From an optimization exercise on the open Yosys and OpenROAD flow, aimed at small area, a short achievable clock period and few clock cycles; shortcuts taken in it are not production practice. RTL that was checked went through simulation tests only; none was proved equivalent to the original. For run 1, only the layout was checked, not whether the RTL still works. No activity file was given, so power comes from the tool's default toggle rates.

## flow/config.mk

```make
export PLATFORM = sky130hd
export DESIGN_NAME = ppc
export DESIGN_NICKNAME = ppc
export VERILOG_FILES = /design/flow/design.v
export SDC_FILE = /design/flow/constraint.sdc
export NUM_CORES = 4
export LEC_CHECK = 0
export CAP_MARGIN = 20
export CORE_MARGIN = 2
export CORE_UTILIZATION = 40
export PLACE_DENSITY = 0.6
export SETUP_SLACK_MARGIN = 5
export SLEW_MARGIN = 20
```

## flow/constraint.sdc

```tcl
create_clock -name core_clock -period 18.0 [get_ports {clk}]
set_input_delay 3.6000 -clock core_clock [delete_from_list [all_inputs] [get_ports {clk}]]
set_output_delay 3.6000 -clock core_clock [all_outputs]
set_load 0.01 [all_outputs]
```

## flow/design.v

```verilog
module ppc (
    input  wire        clk,
    input  wire        rst,
    input  wire        bus_sel,
    input  wire        bus_write,
    input  wire [11:0] bus_addr,
    input  wire [31:0] bus_wdata,
    output reg  [31:0] bus_rdata,
    output wire        bus_ready,
    output wire        irq
);
    localparam integer MAX_PIXELS = 36;
    localparam integer MAX_STAGES = 8;
    localparam [1:0] PH_IDLE = 2'd0, PH_RUN = 2'd1, PH_SNAP = 2'd2, PH_DONE = 2'd3;
    localparam [2:0] E_ILLEGAL = 3'd1, E_STATE = 3'd2, E_SIZE = 3'd3, E_FULL = 3'd4;
    localparam [1:0] K_GRAY = 2'd0, K_BLUR = 2'd1, K_SOBEL = 2'd2;
    reg  [1:0]  phase;
    reg         wsel;
    reg  [11:0] w, h;
    reg  [1:0]  stages [0:MAX_STAGES-1];
    reg  [3:0]  stage_cnt;
    reg  [3:0]  stage_ptr;
    reg  [31:0] pix_xy;
    reg  [23:0] pix_data;
    reg  [31:0] scl_in;
    reg  [23:0] scl_out;           
    reg  [2:0]  irq_en;
    reg  [2:0]  irq_status;
    reg  [2:0]  err_code;
    reg  [7:0]  err_op;
    reg  [23:0] buf0 [0:MAX_PIXELS-1];
    reg         b0_clr;            
    reg  [7:0]  buf1 [0:MAX_PIXELS-1];
    assign irq = |(irq_status & irq_en);
    wire [5:0] w6 = w[5:0];
    wire [5:0] h6 = h[5:0];
    wire empty_img = (w == 12'd0) || (h == 12'd0);
    reg         e_busy;            
    reg         e_src;             
    reg         e_zb;              
    reg  [1:0]  e_kern;
    reg         r_go;              
    reg  [5:0]  r_x, r_idx, ru_idx, rd_idx;
    reg         r_fx, r_lx, r_fy, r_ly, r_lp;
    reg  [5:0]  r_left_y;          
    reg         q_v;               
    reg         o_v;               
    reg         q_fx, q_lx, q_fy, q_ly, q_lp;
    reg         o_fx, o_lx, o_fy, o_ly, o_lp;
    reg  [9:0]  lb, cb, rb;        
    reg  signed [9:0] ld, cd, rd;  
    reg  [23:0] rc;                
    reg  [7:0]  cg;                
    reg         w_v, w_we, w_lp;
    reg  [7:0]  w_val;
    reg  [5:0]  w_idx;             
    wire [9:0]  word   = bus_addr[11:2];
    wire        is_cmd = bus_sel && bus_write && (word == 10'h001);
    wire [7:0]  op     = bus_wdata[31:24];
    wire [23:0] opnd   = bus_wdata[23:0];
    reg         h_in;
    reg  [5:0]  h_idx;
    wire px_ready = !h_in || (h_idx < w_idx);
    wire op_ack   = (op == 8'h04);
    wire op_pixr  = (op == 8'h10);
    assign bus_ready = !(is_cmd && (b0_clr || (e_busy && (phase == PH_SNAP) &&
                                               (op_ack || (op_pixr && !px_ready)))));
    wire        wr     = bus_sel && bus_write;
    wire        cmd_wr = is_cmd && bus_ready;
    wire op_nop  = (op == 8'h00);
    wire op_init = (op == 8'h01);
    wire op_add  = (op == 8'h02);
    wire op_exec = (op == 8'h03);
    wire op_pixw = (op == 8'h11);
    wire op_scl  = (op == 8'h20) || (op == 8'h21) || (op == 8'h22);
    wire opnd_z  = (opnd == 24'd0);
    wire add_ok  = (opnd[23:2] == 22'd0) && (opnd[1:0] != 2'd3);
    wire ph_idle = (phase == PH_IDLE);
    wire ph_run  = (phase == PH_RUN);
    wire ph_snap = (phase == PH_SNAP);
    wire ph_done = (phase == PH_DONE);
    wire [11:0] iw = opnd[11:0];
    wire [11:0] ih = opnd[23:12];
    reg  [5:0]  i_hmax;
    always @* begin
        case (iw[5:0])
            6'd1:  i_hmax = 6'd36;
            6'd2:  i_hmax = 6'd18;
            6'd3:  i_hmax = 6'd12;
            6'd4:  i_hmax = 6'd9;
            6'd5:  i_hmax = 6'd7;
            6'd6:  i_hmax = 6'd6;
            6'd7:  i_hmax = 6'd5;
            6'd8, 6'd9: i_hmax = 6'd4;
            6'd10, 6'd11, 6'd12: i_hmax = 6'd3;
            6'd13, 6'd14, 6'd15, 6'd16, 6'd17, 6'd18: i_hmax = 6'd2;
            default: i_hmax = 6'd1;
        endcase
    end
    wire init_big = (iw != 12'd0) && (ih != 12'd0) &&
                    ((iw > 12'd36) || (ih > 12'd36) || (ih[5:0] > i_hmax));
    wire c_illegal = !(op_init || (op_add && add_ok) ||
                       ((op_nop || op_exec || op_ack || op_pixr || op_pixw || op_scl) && opnd_z));
    wire c_state   = (op_init && (ph_run || ph_snap)) ||
                     ((op_add || op_exec || op_pixw) && !ph_idle) ||
                     (op_ack && !ph_snap) ||
                     (op_pixr && ph_run);
    wire c_size    = op_init && init_big;
    wire c_full    = op_add && stage_cnt[3];
    wire [2:0] c_err = c_illegal ? E_ILLEGAL : c_state ? E_STATE :
                       c_size ? E_SIZE : c_full ? E_FULL : 3'd0;
    wire c_bad = c_illegal || c_state || c_size || c_full;
    function automatic xy_in(input [31:0] xy, input [11:0] ww, input [11:0] hh);
        xy_in = !xy[15] && !xy[31] && (xy[15:0] < {4'd0, ww}) && (xy[31:16] < {4'd0, hh});
    endfunction
    function automatic [5:0] xy_idx(input [31:0] xy, input [5:0] ww);
        reg [11:0] prod;
        begin
            prod = xy[21:16] * ww;
            xy_idx = prod[5:0] + xy[5:0];
        end
    endfunction
    wire xy_wr = wr && (word == 10'h004);
    wire do_init = cmd_wr && op_init && (ph_idle || ph_done) && !init_big;
    wire do_add  = cmd_wr && op_add && add_ok && ph_idle && !stage_cnt[3];
    wire do_exec = cmd_wr && op_exec && opnd_z && ph_idle;
    wire do_ack  = cmd_wr && op_ack && opnd_z && ph_snap;
    wire do_pixr = cmd_wr && op_pixr && opnd_z && !ph_run;
    wire do_pixw = cmd_wr && op_pixw && opnd_z && ph_idle;
    wire do_scl  = cmd_wr && op_scl && opnd_z;
    wire        s_neg  = scl_in[31];
    wire [23:0] s_shr  = scl_in[31:8];
    wire        s_frac = |scl_in[7:0];
    reg  [23:0] scl_res;
    always @* begin
        case (op[1:0])
            2'd0: scl_res = s_shr;
            2'd1: scl_res = s_neg ? 24'd0 : ((|scl_in[30:8]) ? 24'd255 : {16'd0, scl_in[7:0]});
            default: scl_res = s_shr + {23'd0, s_neg && s_frac};
        endcase
    end
    localparam [2:0] RUN_MAX = 3'd7;
    wire [3:0] nxt_ptr  = do_exec ? 4'd0 : stage_ptr;
    wire       seq      = do_exec || do_ack;
    wire       more     = (nxt_ptr != stage_cnt);
    wire       st_stage = seq && more && !empty_img;   
    wire       st_src   = do_exec ? 1'b0 : wsel;
    reg        run_fin;           
    reg  [2:0] run_cnt;
    wire       run_end  = (phase == PH_RUN) &&
                          (run_fin || empty_img || run_cnt == RUN_MAX - 3'd1 ||
                           (e_kern == K_GRAY && q_v && q_lp));
    wire [5:0] a0_idx = (e_busy && !e_src) ? r_idx : h_idx;
    wire [5:0] a1_idx = (e_busy &&  e_src) ? r_idx : h_idx;
    wire [23:0] a0 = buf0[a0_idx];
    wire [7:0]  a1 = buf1[a1_idx];
    wire [7:0]  u0 = buf0[ru_idx][7:0];
    wire [7:0]  d0 = buf0[rd_idx][7:0];
    wire [7:0]  u1 = buf1[ru_idx];
    wire [7:0]  d1 = buf1[rd_idx];
    wire [23:0] rpix = e_src ? {a1, a1, a1} : a0;
    wire [7:0]  pu   = r_fy ? 8'd0 : (e_src ? u1 : u0);
    wire [7:0]  pd   = r_ly ? 8'd0 : (e_src ? d1 : d0);
    wire [7:0]  pc   = rpix[7:0];
    wire [9:0]        pb  = {2'd0, pu} + {1'd0, pc, 1'b0} + {2'd0, pd};
    wire signed [9:0] pdf = $signed({2'd0, pd}) - $signed({2'd0, pu});
    wire [15:0] gsum = rc[7:0] * 8'd77 + rc[15:8] * 8'd150 + rc[23:16] * 8'd29;
    wire [9:0]        lbe = o_fx ? 10'd0 : lb;
    wire signed [9:0] lde = o_fx ? 10'sd0 : ld;
    wire [9:0]        rbe = o_lx ? 10'd0 : rb;
    wire signed [9:0] rde = o_lx ? 10'sd0 : rd;
    wire [11:0]        bsum = {2'd0, lbe} + {1'd0, cb, 1'b0} + {2'd0, rbe};
    wire signed [11:0] sx   = $signed({2'd0, rbe}) - $signed({2'd0, lbe});
    wire signed [11:0] sy   = lde + (cd <<< 1) + rde;
    wire [11:0]        ax   = sx[11] ? -sx : sx;
    wire [11:0]        ay   = sy[11] ? -sy : sy;
    wire [12:0]        mag  = ax + ay;
    wire interior = !(o_fx || o_lx || o_fy || o_ly);
    reg  [7:0] e_val;
    always @* begin
        case (e_kern)
            K_GRAY:  e_val = cg;
            K_BLUR:  e_val = bsum[11:4];
            default: e_val = !interior ? 8'd0 : (mag > 13'd255) ? 8'd255 : mag[7:0];
        endcase
    end
    wire e_write = w_v && w_we;
    wire e_last  = e_busy && w_v && w_lp;
    integer i;
    always @(posedge clk) begin
        if (rst) begin
            phase      <= PH_IDLE;
            wsel       <= 1'b0;
            w          <= 12'd0;
            h          <= 12'd0;
            stage_cnt  <= 4'd0;
            stage_ptr  <= 4'd0;
            pix_xy     <= 32'd0;
            h_in       <= 1'b0;
            pix_data   <= 24'd0;
            scl_in     <= 32'd0;
            scl_out    <= 24'd0;
            irq_en     <= 3'd0;
            irq_status <= 3'd0;
            err_code   <= 3'd0;
            err_op     <= 8'd0;
            e_busy     <= 1'b0;
            for (i = 0; i < MAX_STAGES; i = i + 1)
                stages[i] <= 2'd0;
        end else begin
            if (wr) begin
                case (word)
                    10'h004: pix_xy   <= bus_wdata;
                    10'h005: pix_data <= bus_wdata[23:0];
                    10'h006: scl_in   <= bus_wdata;
                    10'h008: irq_en   <= bus_wdata[2:0];
                    10'h009: begin
                        irq_status <= irq_status & ~bus_wdata[2:0];
                        if (bus_wdata[2]) begin
                            err_code <= 3'd0;
                            err_op   <= 8'd0;
                        end
                    end
                    default: ;
                endcase
            end
            if (xy_wr || b0_clr) begin
                h_in  <= xy_in(xy_wr ? bus_wdata : pix_xy, w, h);
                h_idx <= xy_idx(xy_wr ? bus_wdata : pix_xy, w6);
            end
            if (cmd_wr && c_bad) begin
                err_code      <= c_err;
                err_op        <= op;
                irq_status[2] <= 1'b1;
            end
            if (do_init) begin
                w         <= iw;
                h         <= ih;
                wsel      <= 1'b0;
                stage_cnt <= 4'd0;
                stage_ptr <= 4'd0;
                phase     <= PH_IDLE;
                for (i = 0; i < MAX_STAGES; i = i + 1)
                    stages[i] <= 2'd0;
            end
            if (do_add) begin
                stages[stage_cnt[2:0]] <= opnd[1:0];
                stage_cnt <= stage_cnt + 4'd1;
            end
            if (do_pixr)
                pix_data <= !h_in ? 24'd0 : (wsel ? {a1, a1, a1} : a0);
            if (do_scl)
                scl_out <= scl_res;
            if (seq) begin
                stage_ptr <= nxt_ptr;
                phase     <= PH_RUN;
                run_fin   <= !more;
                run_cnt   <= 3'd0;
            end
            if (phase == PH_RUN)
                run_cnt <= run_cnt + 3'd1;
            if (run_end) begin
                if (run_fin) begin
                    phase         <= PH_DONE;
                    irq_status[1] <= 1'b1;
                end else begin
                    wsel          <= ~wsel;
                    stage_ptr     <= stage_ptr + 4'd1;
                    phase         <= PH_SNAP;
                    irq_status[0] <= 1'b1;
                end
            end
            if (st_stage)
                e_busy <= 1'b1;
            if (e_last)
                e_busy <= 1'b0;
        end
    end
    always @(posedge clk) begin
        if (st_stage) begin
            e_src  <= st_src;
            e_kern <= stages[nxt_ptr[2:0]];
            e_zb   <= do_exec;
        end
        if (st_stage) begin
            r_go     <= 1'b1;
            r_x      <= 6'd0;
            r_idx    <= 6'd0;
            ru_idx   <= 6'd0 - w6;
            rd_idx   <= w6;
            r_fx     <= 1'b1;
            r_lx     <= (w6 == 6'd1);
            r_fy     <= 1'b1;
            r_ly     <= (h6 == 6'd1);
            r_lp     <= (w6 == 6'd1) && (h6 == 6'd1);
            r_left_y <= h6 - 6'd1;
        end else begin
            if (r_lp)
                r_go <= 1'b0;
            r_idx  <= r_idx + 6'd1;
            ru_idx <= ru_idx + 6'd1;
            rd_idx <= rd_idx + 6'd1;
            if (r_lx) begin
                r_x      <= 6'd0;
                r_fx     <= 1'b1;
                r_lx     <= (w6 == 6'd1);
                r_fy     <= 1'b0;
                r_ly     <= (r_left_y == 6'd1);
                r_lp     <= (r_left_y == 6'd1) && (w6 == 6'd1);
                r_left_y <= r_left_y - 6'd1;
            end else begin
                r_x  <= r_x + 6'd1;
                r_fx <= 1'b0;
                r_lx <= (r_x + 6'd2 == w6);
                r_lp <= (r_x + 6'd2 == w6) && r_ly;
            end
        end
        q_v  <= e_busy && r_go;
        q_fx <= r_fx;  q_lx <= r_lx;  q_fy <= r_fy;  q_ly <= r_ly;  q_lp <= r_lp;
        rb   <= pb;
        rd   <= pdf;
        rc   <= rpix;
        o_v  <= e_busy && q_v;
        o_fx <= q_fx;  o_lx <= q_lx;  o_fy <= q_fy;  o_ly <= q_ly;  o_lp <= q_lp;
        lb   <= cb;
        ld   <= cd;
        cb   <= rb;
        cd   <= rd;
        cg   <= gsum[15:8];
        w_v   <= e_busy && o_v;
        w_we  <= e_kern != K_SOBEL || interior || e_zb;
        w_lp  <= o_lp;
        w_val <= e_val;
        if (st_stage)
            w_idx <= 6'd0;
        else if (w_v)
            w_idx <= w_idx + 6'd1;
    end
    wire        b0_we   = e_busy ? (e_write && e_src) : (do_pixw && h_in);
    wire [5:0]  b0_idx  = e_busy ? w_idx : h_idx;
    wire [23:0] b0_data = b0_clr ? 24'd0 : e_busy ? {3{w_val}} : pix_data;
    wire        b1_we   = e_busy && e_write && !e_src;
    always @(posedge clk) begin
        b0_clr <= do_init && !rst;
        for (i = 0; i < MAX_PIXELS; i = i + 1) begin
            if (b0_clr || (b0_we && b0_idx == i))
                buf0[i] <= b0_data;
            if (b1_we && w_idx == i)
                buf1[i] <= w_val;
        end
    end
    always @* begin
        bus_rdata = 32'd0;
        case (word)
            10'h000: bus_rdata = 32'h4950_4507;
            10'h002: bus_rdata = {err_op, 4'd0, stage_cnt, 4'd0, stage_ptr, 1'b0, err_code,
                                  1'b0, wsel, phase};
            10'h003: bus_rdata = {8'd0, h, w};
            10'h004: bus_rdata = pix_xy;
            10'h005: bus_rdata = {8'd0, pix_data};
            10'h006: bus_rdata = scl_in;
            10'h007: bus_rdata = {{8{scl_out[23]}}, scl_out};
            10'h008: bus_rdata = {29'd0, irq_en};
            10'h009: bus_rdata = {29'd0, irq_status};
            10'h00A: bus_rdata = {MAX_PIXELS[23:0], MAX_STAGES[7:0]};
            default:
                if (word[9:3] == 7'h08)
                    bus_rdata = {30'd0, stages[word[2:0]]};
        endcase
    end
endmodule
```

## flow/flow/run.sh

```bash
#!/bin/bash
set -euo pipefail
bash standard.sh synth > synth.log 2>&1
bash standard.sh SETUP_SLACK_MARGIN=9 finish > layout.log 2>&1
```

## flow/standard.sh

```bash
#!/bin/bash
# synth_recipe.tcl (not shown) runs the flow's synth.tcl, then flattens the netlist and writes it again
# the make line also repeats each setting of config.mk as NAME=value (left out here)
make -C /OpenROAD-flow-scripts/flow DESIGN_CONFIG=/design/flow/config.mk WORK_HOME=/design/flow/orfs CLKGATE_MAP_FILE= SYNTH_SCRIPT=/design/flow/synth_recipe.tcl "${@:-finish}"
```

==> run_results.csv, run 1 <==
group,metric,value,unit
placement,dp.final_hpwl,234000,µm
job,cap_violations,0,
sta,rsz0062_at_grt,"true",
synthesis,synth_area_leaders,"edfxtp_1 (48%), dfxtp_1 (8.4%), a22oi_1 (5.9%)",
status,status,"timing/DRC/antenna clean",
pwr,combPwrFrac,0.9,%
global_routing,grt_pass1_wl,520000,µm
global_routing,grt.total_usage,39.7,%
drt,drtIter0Drc,13100,
synthesis,ys_warn_count,3,
drt,drc_errors,0,
pwr,swShare,21.6,%
placement,io_buffers,79,
worst_setup_path,critPathLaunchType,"input port",
clocking,numCtsBuffers,165,
sta,final_hold_viol_count,0,
sta,tns,0,ns
drt,wl,389000,µm
worst_setup_path,reg2reg_to,"rb[9]$_DFF_P_",
synthesis,synth_edf_count,1189,
die,die_width,435,µm
global_routing,grt_max_degree,67,
die,rows,158,
sta,finalMaxSlewViolations,0,
finish,finalNetCount,6863,
pwr,power,7.40,mW
clocking,cts_buffer_depth,3,
synthesis,yosys.cell_types.count,94,
synthesis,synth-seq-cells,1500,
synthesis,async_flop_share,0,%
worst_hold_path,hp-start,"q_fx$_DFF_P_",
finish,fin_cells,9148,
synthesis,ys_seq_area_share,56.5,%
worst_hold_path,min_path_cells,0,
placement,dp.cells,8757,
synthesis,yosysMostFrequentCell,"edfxtp_1",
clocking,clk_pin_slew,0.06,ns
die,die_y,435,µm
die,die_area,189000,µm²
drt,drt_first_pass_iters,11,
sta,max_freq,0.109,GHz
synthesis,synth.top_cell.area_share,48.1,%
global_routing,overflow,0,
drt,vias_per_cell,7.29,
clocking,tritoncts,"yes",
pwr,vdd_drop_max,0.0924,mV
worst_setup_path,path_max_fanout,3,
sta,clock_skew,0.0775,ns
synthesis,syn_nets,6681,
die,core,185000,µm²
synthesis,ys.flop_type,"edfxtp_1",
pwr,switching_power,1.60,mW
synthesis,yosysTopAreaCell,"edfxtp_1",
worst_setup_path,cp.arrival,5.57,ns
clocking,htreeDepth,4,
clocking,insertion_delay,0.89,ns
drt,wire_per_inst,42.5,µm
finish,syn2layout_area_growth,16.2,%
worst_hold_path,hold_class,"register to register",
die,start_util,40.1,%
pwr,internal_power,5.80,mW
global_routing,grt_pass1_vias,60900,
worst_setup_path,timing.rr.start,"e_busy$_SDFFE_PP0P_",
sta,slew-limit-headroom,13.3,%
synthesis,synth_top_cells_by_count,"edfxtp_1 (1189), a22oi_1 (586), nand2_1 (502)",
placement,routabilityCongestion,1.03,
sta,worst_pin_slew,1.26,ns
synthesis,syn_inst,6313,
drt,ant_nets,0,
worst_setup_path,worstSetupPathType,"input port to output port",
drt,vias,66700,
worst_setup_path,r2r_slack,10.49,ns
synthesis,syn_avg_cell_area,11.8,µm²
sta,setup_viol_count_final,0,
sta,period_share,51.0,%
clocking,clock_sinks,1500,
clocking,cts-root-buf,"clkbuf_16",
worst_setup_path,reg2reg_depth,23,
sta,min_period,9.17,ns
worst_setup_path,cp.required,14.40,ns
die,io_pins,82,
synthesis,synthesis.area,74300,µm²
pwr,p_leak,28.1,nW
pwr,power_density,85.7,nW/µm²
worst_setup_path,end_kind,"output port",
worst_hold_path,min_to,"o_fx$_DFF_P_",
finish,drive_above_1_share,14.4,%
global_routing,antenna_found_initial,37,
pwr,seq_power_share,50.0,%
clocking,ctsHoldBuffers,0,
pwr,p_clk_share,49.1,%
cell families after synthesis:
family / count (synthesis) / synth area share [%]
AOI/OAI and AO/OA: 1851 / 18.9
other: 1 / 0.00505
muxes: 118 / 1.73
buffers and inverters: 636 / 3.31
adders and majority gates: 320 / 6.24
xor gates and xnor gates: 133 / 1.59
DFF: 1500 / 56.5
and+or+nand+nor: 1754 / 11.8
cells in the final DEF (no fill, tap or decap), drive strengths merged, types with 219 or more instances in the layout:
master and n:
a21oi 234, a22o 219, a22oi 586, buf 361
dfxtp 311, edfxtp 1189, ha 236, inv 253
nand2 502, nand4 258, nor2 331
per-stage QoR:
stage	utilization, %	hold WS (ns)	area (µm²)	setup WS (ns)
floorplan	-	0.310	74300	9.00
global placement	43.0	0.314	79600	7.62
detailed placement	43.0	0.313	79600	7.60
CTS	46.4	0.315	85900	8.75
global route	46.6	0.325	86200	8.80
finish	46.6	0.323	86300	8.83
cell type report:
class | instances | area, µm²
flip-flops and latches | 1500 | 41900
multi-input cells | 4177 | 31100
diodes | 38 | 95.1
clock buffers | 207 | 4490
repair buffers | 402 | 3360
clock inverters | 95 | 1300
fillers | 16600 | 98700
well taps | 2480 | 3100
inverters | 249 | 935
worst max-delay path by stage:
stage | from | endpoint | slack (ns) | cells past startpoint
after floorplan | bus_addr[4] | bus_rdata[14] | 9.00 | 7
after global placement | bus_addr[4] | bus_rdata[1] | 7.62 | 9
after detailed placement | bus_addr[4] | bus_rdata[1] | 7.60 | 9
after CTS | bus_addr[8] | bus_rdata[1] | 8.75 | 10
after global routing | bus_addr[6] | bus_rdata[1] | 8.80 | 10
final | bus_addr[6] | bus_ready | 8.83 | 7
flip-flops by register name, summed over array words and instances, names as in the netlist, 12 cells and up:
| signal | count |
|---|---|
| buf0 | 864 |
| buf1 | 288 |
| pix_xy | 32 |
| scl_in | 32 |
| pix_data | 24 |
| rc | 24 |
| scl_out | 24 |
| stages | 16 |
| h | 12 |
| w | 12 |
power groups by stage:
| stage | combinational, mW | sequential, mW | clock (mW) |
|---|---|---|---|
| after global routing | 0.0731 | 3.69 | 3.76 |
| after global placement | 0.0647 | 3.77 | 0 |
| after floorplan | 0.0328 | 3.77 | 0 |
| final | 0.0699 | 3.69 | 3.63 |
| after CTS | 0.0666 | 3.69 | 3.63 |
| after detailed placement | 0.0653 | 3.77 | 0 |
per-layer routing:
metal  track usage, %  part of all wire (%)  up-vias
met5                0                 0.057        -
met2             55.3                    40     6548
met1             50.1                    36    32900
li1                 -                     -    25400
met3             18.3                    16     1915
met4             24.0                   8.2       18
worst max-delay path, cell delays in order:
cell	delay (ns)
buf_8	0.09
or4_4	0.55
or3_4	0.37
buf_4	0.16
or3_4	0.38
or2_4	0.26
buf_2	0.14
what timing repair did:
item	4_1_cts	5_1_grt
endpoints found under the setup margin	34	48
gates cloned	6	2
pin swaps	34	22
gates resized for setup	239	23
buffers inserted	24	18
==> run 2: changes to the inputs <==
--- a/flow/design.v
+++ b/flow/design.v
@@ -31,4 +31,5 @@
     reg  [23:0] buf0 [0:MAX_PIXELS-1];
     reg         b0_clr;            
+    reg         b0_pw;             
     reg  [7:0]  buf1 [0:MAX_PIXELS-1];
     assign irq = |(irq_status & irq_en);
@@ -64,5 +65,5 @@
     wire op_ack   = (op == 8'h04);
     wire op_pixr  = (op == 8'h10);
-    assign bus_ready = !(is_cmd && (b0_clr || (e_busy && (phase == PH_SNAP) &&
+    assign bus_ready = !(is_cmd && (b0_clr || b0_pw || (e_busy && (phase == PH_SNAP) &&
                                                (op_ack || (op_pixr && !px_ready)))));
     wire        wr     = bus_sel && bus_write;
@@ -159,7 +160,8 @@
     wire [7:0]  u1 = buf1[ru_idx];
     wire [7:0]  d1 = buf1[rd_idx];
-    wire [23:0] rpix = e_src ? {a1, a1, a1} : a0;
-    wire [7:0]  pu   = r_fy ? 8'd0 : (e_src ? u1 : u0);
-    wire [7:0]  pd   = r_ly ? 8'd0 : (e_src ? d1 : d0);
+    wire        rv   = e_busy && r_go;
+    wire [23:0] rpix = !rv ? 24'd0 : e_src ? {a1, a1, a1} : a0;
+    wire [7:0]  pu   = (!rv || r_fy) ? 8'd0 : (e_src ? u1 : u0);
+    wire [7:0]  pd   = (!rv || r_ly) ? 8'd0 : (e_src ? d1 : d0);
     wire [7:0]  pc   = rpix[7:0];
     wire [9:0]        pb  = {2'd0, pu} + {1'd0, pc, 1'b0} + {2'd0, pd};
@@ -316,5 +318,5 @@
             end
         end
-        q_v  <= e_busy && r_go;
+        q_v  <= rv;
         q_fx <= r_fx;  q_lx <= r_lx;  q_fy <= r_fy;  q_ly <= r_ly;  q_lp <= r_lp;
         rb   <= pb;
@@ -337,5 +339,5 @@
             w_idx <= w_idx + 6'd1;
     end
-    wire        b0_we   = e_busy ? (e_write && e_src) : (do_pixw && h_in);
+    wire        b0_we   = e_busy ? (e_write && e_src) : b0_pw;
     wire [5:0]  b0_idx  = e_busy ? w_idx : h_idx;
     wire [23:0] b0_data = b0_clr ? 24'd0 : e_busy ? {3{w_val}} : pix_data;
@@ -343,4 +345,5 @@
     always @(posedge clk) begin
         b0_clr <= do_init && !rst;
+        b0_pw  <= do_pixw && h_in && !rst;
         for (i = 0; i < MAX_PIXELS; i = i + 1) begin
             if (b0_clr || (b0_we && b0_idx == i))
==> flow/flow/run.sh (replaced) <==
#!/bin/bash
set -euo pipefail
bash standard.sh synth > synth.log 2>&1
bash standard.sh SETUP_SLACK_MARGIN=10 \
  "CTS_ARGS=-sink_clustering_enable -repair_clock_nets -dont_use_dummy_load -sink_clustering_size 20 -sink_clustering_max_diameter 90" \
  finish > layout.log 2>&1
==> run 2 against run 1 <==
Net effect:
- via count fell by 1.2%
- clock skew rose by 0.037 ns
- final area fell by 2.4%
- power fell by 21%
- count of clock-buffer cells in the layout fell by 116
- sequential power barely moved
- sequential share of layout area rose by 1.2 points
- flip-flop and latch count rose by 1
- worst setup slack improved by 0.081 ns
- still clean
- critical path depth did not move
- worst hold slack improved by 0.0062 ns
==> run_results.csv, run 2 <==
group,metric,value,unit
synthesis,syn_nets,6732,
clocking,numCtsBuffers,91,
sta,rsz0062_at_grt,"true",
synthesis,yosys.cell_types.count,98,
sta,min_period,9.09,ns
sta,finalMaxSlewViolations,0,
clocking,insertion_delay,0.81,ns
die,start_util,40.3,%
placement,dp.final_hpwl,235000,µm
finish,finalNetCount,6857,
finish,top_register,"buf0",
worst_setup_path,cp.arrival,5.49,ns
sta,setup_viol_count_final,0,
synthesis,ys.flop_type,"edfxtp_1",
worst_setup_path,worstSetupPathType,"input port to output port",
placement,routabilityCongestion,1.05,
pwr,vdd_drop_max,0.0769,mV
synthesis,synth_area_leaders,"edfxtp_1 (48%), dfxtp_1 (8.3%), a22oi_1 (5.9%)",
synthesis,synth.top_cell.area_share,47.7,%
worst_setup_path,cp_common_cell,"buf_4",
drt,wl,383000,µm
sta,worst_pin_slew,1.35,ns
synthesis,syn_avg_cell_area,11.8,µm²
synthesis,synth-seq-cells,1501,
finish,fin_util,45.4,%
finish,num-fill-cells,16900,
worst_hold_path,min_path_cells,0,
worst_setup_path,critPathMaxStageDelay,0.58,ns
finish,layout_commonest_cell,"edfxtp_1",
synthesis,ys_seq_area_share,56.0,%
clocking,ctsHoldBuffers,0,
worst_hold_path,hold_class,"register to register",
synthesis,yosysTopAreaCell,"edfxtp_1",
clocking,cts_buffer_depth,3,
clocking,htreeDepth,3,
synthesis,ys_warn_count,3,
die,die_width,437,µm
global_routing,grt_max_degree,91,
job,cap_violations,0,
worst_setup_path,critPathLaunchType,"input port",
sta,max_freq,0.110,GHz
clocking,clk_pin_slew,0.08,ns
drt,vias,65900,
finish,final_cell_mix,"edfxtp_1 (1189), a22oi_1 (565), nand2_1 (392)",
synthesis,synthesis.area,74900,µm²
worst_setup_path,cp_slowest_cell,"or4b_4",
drt,drc_errors,0,
drt,vias_per_cell,7.34,
pwr,power_density,69.3,nW/µm²
pwr,p_leak,31.0,nW
placement,io_buffers,79,
worst_setup_path,reg2reg_depth,25,
worst_setup_path,path_cells,"buf_6 -> nor4_4 -> buf_4 -> or4b_4 -> buf_4 -> nand4_1 -> buf_2",
clocking,clock_sinks,1501,
finish,register_area,42000,µm²
sta,slew-limit-headroom,10.3,%
drt,ant_nets,0,
finish,reg.largest.list,"buf0 x864, buf1 x288",
worst_setup_path,path_max_fanout,5,
finish,multi_input_area,32100,µm²
drt,drtIter0Drc,12200,
sta,clock_skew,0.115,ns
clocking,tritoncts,"yes",
global_routing,grt.total_usage,38.8,%
sta,period_share,50.5,%
die,die_area,191000,µm²
global_routing,antenna_found_initial,26,
finish,syn2layout_area_growth,12.5,%
die,rows,158,
clocking,cts-root-buf,"clkbuf_16",
global_routing,grt_pass1_vias,60200,
synthesis,synth_edf_count,1189,
synthesis,synth_top_cells_by_count,"edfxtp_1 (1189), a22oi_1 (588), nand2_1 (407)",
die,die_y,437,µm
sta,final_hold_viol_count,0,
global_routing,grt_pass1_wl,512000,µm
worst_setup_path,end_kind,"output port",
status,status,"timing/DRC/antenna clean",
worst_setup_path,cp.required,14.40,ns
global_routing,overflow,0,
finish,largest_reg_flops,864,
die,core,186000,µm²
finish,drive_above_1_share,13.3,%
synthesis,async_flop_share,0,%
drt,drt_first_pass_iters,10,
sta,tns,0,ns
die,io_pins,82,
synthesis,yosysMostFrequentCell,"edfxtp_1",
synthesis,syn_inst,6357,
drt,wire_per_inst,42.7,µm
==> run 2: logic make-up after synthesis <==
| group | synth area share, % |
|---|---|
| simple gates | 12.9 |
| other cells | 0.00501 |
| buf+inv | 3.36 |
| compound gates | 17.6 |
| fa+ha+maj | 6.30 |
| flops | 56.0 |
| xor+xnor | 1.55 |
| mux | 2.23 |
==> run 2: power by group <==
part           internal (mW)  leakage [nW]  switching (mW)  total (mW)
clock network          0.895          1.12            1.17        2.07
registers               3.69          15.5         0.00345        3.70
logic                 0.0231          14.4          0.0507      0.0738
total                   4.61          31.0            1.23        5.84
==> run 2: metal layers <==
metal	track usage (%)	vias to the layer above	wire, µm
li1	-	25300	-
met1	49.4	32700	138000
met2	53.4	6200	152000
met3	17.8	1791	62200
met4	23.3	28	30400
met5	1.26	-	562
==> run 2: worst max-delay path: cells and delay by family <==
| kind | cells | cell delay, ns |
|---|---|---|
| AND/OR/NAND/NOR | 3 | 1.19 |
| buffers and inverters | 4 | 0.69 |
==> run 2: layout make-up <==
| cell class | count | area share [%] |
|---|---|---|
| Tap cell | 2480 | 3.68 |
| Clock buffer | 91 | 2.70 |
| Multi-Input combinational cell | 4214 | 38.1 |
| Sequential cell | 1501 | 49.8 |
| Timing Repair Buffer | 424 | 4.52 |
| Antenna cell | 20 | 0.0594 |
| Inverter | 250 | 1.11 |
==> run 2: path summary, 6_finish.rpt <==
kind                            start       endpoint  slack, ns
setup / recovery          bus_addr[8]   bus_rdata[0]       8.91
hold / removal           q_ly$_DFF_P_   o_ly$_DFF_P_       0.33
setup reg to reg  e_src$_SDFFCE_PP0P_  rb[9]$_DFF_P_      10.35
hold reg to reg          q_ly$_DFF_P_   o_ly$_DFF_P_       0.33
==> run 2: timing repair <==
action                                  4_1_cts  5_1_grt
pin swaps                                    47       26
resized for setup                           321       48
cloned                                       12        1
endpoints found under the hold margin         0        0
endpoints found under the setup margin       36       45
buffers inserted                             53       16
==> run 2: stage by stage <==
step	setup WS (ns)	hold WS (ns)	cell area, µm²	power [mW]	cells
6_report	8.91	0.329	84300	5.84	8980
3_3_place_gp	7.62	0.317	80500	3.84	8786
4_1_cts	8.96	0.331	83900	5.83	8942
5_1_grt	8.87	0.334	84200	5.94	8961
3_5_place_dp	7.61	0.313	80500	3.84	8786
2_1_floorplan	9.23	0.310	75100	3.81	6357
Testbench counts of run 2, summed over its fixed seeds: cycles 15,265.
==> run 3: changes to the inputs <==
--- a/flow/design.v
+++ b/flow/design.v
@@ -152,4 +152,27 @@
                           (run_fin || empty_img || run_cnt == RUN_MAX - 3'd1 ||
                            (e_kern == K_GRAY && q_v && q_lp));
+    function automatic [31:0] csa(input [15:0] a, input [15:0] b, input [15:0] c);
+        csa = {a ^ b ^ c, ((a & b) | (a & c) | (b & c)) << 1};
+    endfunction
+    function automatic [15:0] gray_sum(input [7:0] r, input [7:0] g, input [7:0] b);
+        reg [15:0] r0, r3, r2, r6, g1, g2, g4, g7, b0, b2, b3, b4;
+        reg [31:0] x0, x1, x2, x3, x4, x5, x6, x7, x8, x9;
+        begin
+            r0 = {8'd0, r};       r2 = r0 << 2; r3 = r0 << 3; r6 = r0 << 6;
+            g1 = {7'd0, g, 1'b0}; g2 = g1 << 1; g4 = g1 << 3; g7 = g1 << 6;
+            b0 = {8'd0, b};       b2 = b0 << 2; b3 = b0 << 3; b4 = b0 << 4;
+            x0 = csa(r6, r3, r2);
+            x1 = csa(r0, g7, g4);
+            x2 = csa(g2, g1, b4);
+            x3 = csa(b3, b2, b0);
+            x4 = csa(x0[31:16], x0[15:0], x1[31:16]);
+            x5 = csa(x1[15:0], x2[31:16], x2[15:0]);
+            x6 = csa(x4[31:16], x4[15:0], x5[31:16]);
+            x7 = csa(x5[15:0], x3[31:16], x3[15:0]);
+            x8 = csa(x6[31:16], x6[15:0], x7[31:16]);
+            x9 = csa(x8[31:16], x8[15:0], x7[15:0]);
+            gray_sum = x9[31:16] + x9[15:0];
+        end
+    endfunction
     wire [5:0] a0_idx = (e_busy && !e_src) ? r_idx : h_idx;
     wire [5:0] a1_idx = (e_busy &&  e_src) ? r_idx : h_idx;
@@ -167,5 +190,5 @@
     wire [9:0]        pb  = {2'd0, pu} + {1'd0, pc, 1'b0} + {2'd0, pd};
     wire signed [9:0] pdf = $signed({2'd0, pd}) - $signed({2'd0, pu});
-    wire [15:0] gsum = rc[7:0] * 8'd77 + rc[15:8] * 8'd150 + rc[23:16] * 8'd29;
+    wire [15:0] gsum = gray_sum(rc[7:0], rc[15:8], rc[23:16]);
     wire [9:0]        lbe = o_fx ? 10'd0 : lb;
     wire signed [9:0] lde = o_fx ? 10'sd0 : ld;
@@ -175,7 +198,7 @@
     wire signed [11:0] sx   = $signed({2'd0, rbe}) - $signed({2'd0, lbe});
     wire signed [11:0] sy   = lde + (cd <<< 1) + rde;
-    wire [11:0]        ax   = sx[11] ? -sx : sx;
-    wire [11:0]        ay   = sy[11] ? -sy : sy;
-    wire [12:0]        mag  = ax + ay;
+    wire [11:0]        ax   = sx[11] ? ~sx : sx;
+    wire [11:0]        ay   = sy[11] ? ~sy : sy;
+    wire [12:0]        mag  = {1'b0, ax} + {1'b0, ay} + {12'd0, sx[11]} + {12'd0, sy[11]};
     wire interior = !(o_fx || o_lx || o_fy || o_ly);
     reg  [7:0] e_val;
==> flow/flow/run.sh (replaced) <==
#!/bin/bash
set -euo pipefail
bash standard.sh synth > synth.log 2>&1
bash standard.sh SETUP_SLACK_MARGIN=9 \
  "CTS_ARGS=-sink_clustering_enable -repair_clock_nets -dont_use_dummy_load -sink_clustering_size 24 -sink_clustering_max_diameter 90" \
  finish > layout.log 2>&1
==> run 3 against run 2 <==
Net effect:
- sequential power is essentially flat
- final cell count decreased by 1.4%
- flip-flop and latch count did not move
- highest routed layer unchanged
- worst setup slack improved by 0.080 ns
- clock skew fell by 0.011 ns
- clock power about the same
- power is 0.40% lower
- largest cell class unchanged
- die area decreased by 1.8%
- critical endpoint is now bus_rdata[1]
- utilization is 0.25 points lower
- wire length rose by 3.5%
==> run_results.csv, run 3 <==
group,metric,value,unit
worst_setup_path,path_max_fanout,6,
drt,drt_first_pass_iters,12,
die,io_pins,82,
worst_setup_path,end_kind,"output port",
sta,max_freq,0.111,GHz
finish,drive_above_1_share,12.3,%
clocking,clock_sinks,1501,
sta,setup_viol_count_final,0,
synthesis,async_flop_share,0,%
status,status,"timing/DRC/antenna clean",
sta,final_hold_viol_count,0,
clocking,insertion_delay,0.80,ns
finish,syn2layout_area_growth,12.2,%
clocking,ctsHoldBuffers,0,
die,die_area,187000,µm²
die,core,183000,µm²
worst_setup_path,cp.required,14.40,ns
worst_setup_path,cp_slowest_cell,"nor4_4",
placement,dp.final_hpwl,241000,µm
global_routing,antenna_found_initial,30,
drt,ant_nets,0,
worst_setup_path,critPathMaxStageDelay,0.28,ns
synthesis,ys.flop_type,"edfxtp_1",
sta,period_share,50.1,%
finish,finalNetCount,6711,
clocking,cts-root-buf,"clkbuf_16",
worst_setup_path,critPathLaunchType,"input port",
synthesis,syn_nets,6575,
sta,hold_ws,0.301,ns
global_routing,grt.total_usage,41.1,%
worst_setup_path,worstSetupPathType,"input port to output port",
drt,vias,65800,
worst_setup_path,path_cells,"buf_6 -> nor4_4 -> buf_6 -> buf_12 -> buf_12 -> nand3b_1 -> nor2_4 -> buf_6 -> buf_12 -> a22o_1 -> a221oi_2 -> nand4_1 -> buf_2",
finish,layout_commonest_cell,"edfxtp_1",
clocking,clk_pin_slew,0.09,ns
clocking,cts_buffer_depth,3,
synthesis,yosysMostFrequentCell,"edfxtp_1",
finish,top_register,"buf0",
die,start_util,40.2,%
synthesis,synth_area_leaders,"edfxtp_1 (49%), dfxtp_1 (8.5%), a22oi_1 (7.1%)",
worst_setup_path,crit_buf_inv,7,
drt,wire_per_inst,44.8,µm
clocking,tritoncts,"yes",
finish,largest_reg_flops,864,
drt,drc_errors,0,
sta,min_period,9.01,ns
synthesis,synthesis.area,73500,µm²
sta,slew-limit-headroom,12.3,%
clocking,htreeDepth,3,
sta,finalMaxSlewViolations,0,
synthesis,synth_edf_count,1189,
sta,tns,0,ns
finish,final_cell_mix,"edfxtp_1 (1189), a22oi_1 (691), nand2_1 (521)",
finish,register_area,42000,µm²
die,die_width,433,µm
pwr,p_leak,30.5,nW
synthesis,yosys.cell_types.count,88,
synthesis,syn_inst,6227,
global_routing,grt_max_degree,82,
synthesis,synth_top_cells_by_count,"edfxtp_1 (1189), a22oi_1 (696), nand2_1 (525)",
drt,vias_per_cell,7.43,
placement,routabilityCongestion,1.06,
drt,drtIter0Drc,12400,
synthesis,syn_avg_cell_area,11.8,µm²
synthesis,ys_seq_area_share,57.1,%
job,cap_violations,0,
synthesis,synth-seq-cells,1501,
die,die_y,433,µm
global_routing,overflow,0,
global_routing,grt_pass1_wl,522000,µm
sta,rsz0062_at_grt,"true",
finish,num-fill-cells,16800,
drt,wl,397000,µm
pwr,power_density,70.5,nW/µm²
worst_hold_path,hold_class,"register to register",
synthesis,synth.top_cell.area_share,48.6,%
synthesis,yosysTopAreaCell,"edfxtp_1",
placement,io_buffers,79,
clocking,numCtsBuffers,88,
worst_setup_path,critPathTopFamily,"buffers and inverters",
global_routing,grt_pass1_vias,59300,
sta,clock_skew,0.104,ns
sta,worst_pin_slew,1.31,ns
die,rows,157,
pwr,vdd_drop_max,0.0657,mV
finish,reg.largest.list,"buf0 x864, buf1 x288",
synthesis,ys_warn_count,3,
finish,multi_input_area,30800,µm²
worst_setup_path,cp.arrival,5.41,ns
run 3: cell count changes after synthesis, sizes merged, moves of 40 or more:
cell / delta
nand4: -174
a21oi: +44
o21ai: +40
a22oi: +108
nor2: -69
nand2: +117
a221oi: -56
run 3: layout make-up:
cell class | instances | share of cell area [%]
Antenna cell | 30 | 0.0910
Multi-Input combinational cell | 4146 | 37.4
Tap cell | 2464 | 3.74
Clock buffer | 88 | 2.67
Sequential cell | 1501 | 50.9
Inverter | 216 | 0.983
Timing Repair Buffer | 410 | 4.29
run 3: routing by layer:
layer | wire, µm | GRT usage (%)
met1 | 139000 | 50.6
met5 | 627 | 1.41
met4 | 34700 | 26.0
met3 | 65000 | 19.9
met2 | 157000 | 57.1
run 3: where the power goes:
part	internal, mW	switching [mW]	leakage (nW)
logic	0.0239	0.0459	13.3
registers	3.69	0.00282	16.1
clock network	0.868	1.19	1.08
total	4.58	1.23	30.5
run 3: worst register-to-register path, stage by stage, from the launching register on:
cell and delay [ns]:
edfxtp_1 0.43, buf_4 0.41, buf_4 0.71, a211oi_1 0.24, a31o_2 0.26, buf_4 0.30
nand3_1 0.55, o21ai_0 0.17, buf_4 0.24, nor2_1 1.00, or4_1 0.68, nand4_1 0.28
o21a_1 0.26, fa_1 0.56, inv_1 0.04, ha_1 0.31, a21oi_1 0.21, o21ai_0 0.11
a21oi_1 0.24, o21bai_1 0.09, a21oi_1 0.17, xnor2_1 0.19
run 3: cell families (layout without fill, tap and decap cells):
kind of cell,after synthesis,after routing,synth area share [%]
AO/OA/AOI/OAI,1857,1857,18.6
AND/OR/NAND/NOR,1737,1738,11.7
flip-flops,1501,1501,57.1
buffers and inverters,581,714,3.07
adder cells (fa/ha/maj),300,300,6.07
XOR/XNOR,129,129,1.54
multiplexers,122,122,1.89
other,0,30,0
run 3: stage by stage:
stage	cell area, µm²	util, %	setup WS [ns]	cells	power [mW]
3_5_place_dp	79300	43.4	7.91	8688	3.83
4_1_cts	82100	44.9	8.91	8801	5.79
2_1_floorplan	73500	-	9.24	6227	3.80
6_report	82500	45.1	8.99	8855	5.81
3_3_place_gp	79300	43.3	7.67	8687	3.83
5_1_grt	82400	45.1	8.94	8825	5.90
run 3: repair_timing:
item	in CTS	in global routing
setup endpoints to repair	33	33
buffers inserted	17	17
cloned	8	5
resized for setup	211	53
pin swaps	23	28
run 3: worst paths after layout:
path / startpoint / endpoint / slack, ns / depth (start not counted)
max: bus_addr[7] / bus_rdata[1] / 8.99 / 13
min: q_lx$_DFF_P_ / o_lx$_DFF_P_ / 0.30 / 0
max reg2reg: e_src$_SDFFCE_PP0P_ / rb[8]$_DFF_P_ / 10.43 / 21
min reg2reg: q_lx$_DFF_P_ / o_lx$_DFF_P_ / 0.30 / 0
Testbench counts of run 3, summed over its fixed seeds: cycles 15,265.

[what the ideal ports hide]
Ports are ideal in the flow. The routed layouts listed here were re-timed in OpenROAD.
Step 1: set_driving_cell puts a clkbuf_16 on clk and a buf_2 on each other input, an assumption about the parent block.
Step 2 adds t to the input delays and takes it off the output delays; t is the mean of the earliest and latest rising clock arrival at the registers after step 1. Input paths then give back, and output paths get back, about the clock's delay inside the block.
a / b / c = ideal / step 1 / step 2; a / b = the first two.
run | t, ns | setup WS [ns] | pins driven straight from the clock port
run 1 | 0.930 | 8.828 / 8.787 / 8.096 | 1
run 2 | 0.837 | 8.909 / 8.874 / 8.874 | 1
run 3 | 0.833 | 8.988 / 8.957 / 8.897 | 1
After both steps setup and hold are still met in every run listed. For run 1, which loses most, drivers alone change the setup slack by -0.041 ns; drivers and shift together by -0.732 ns.
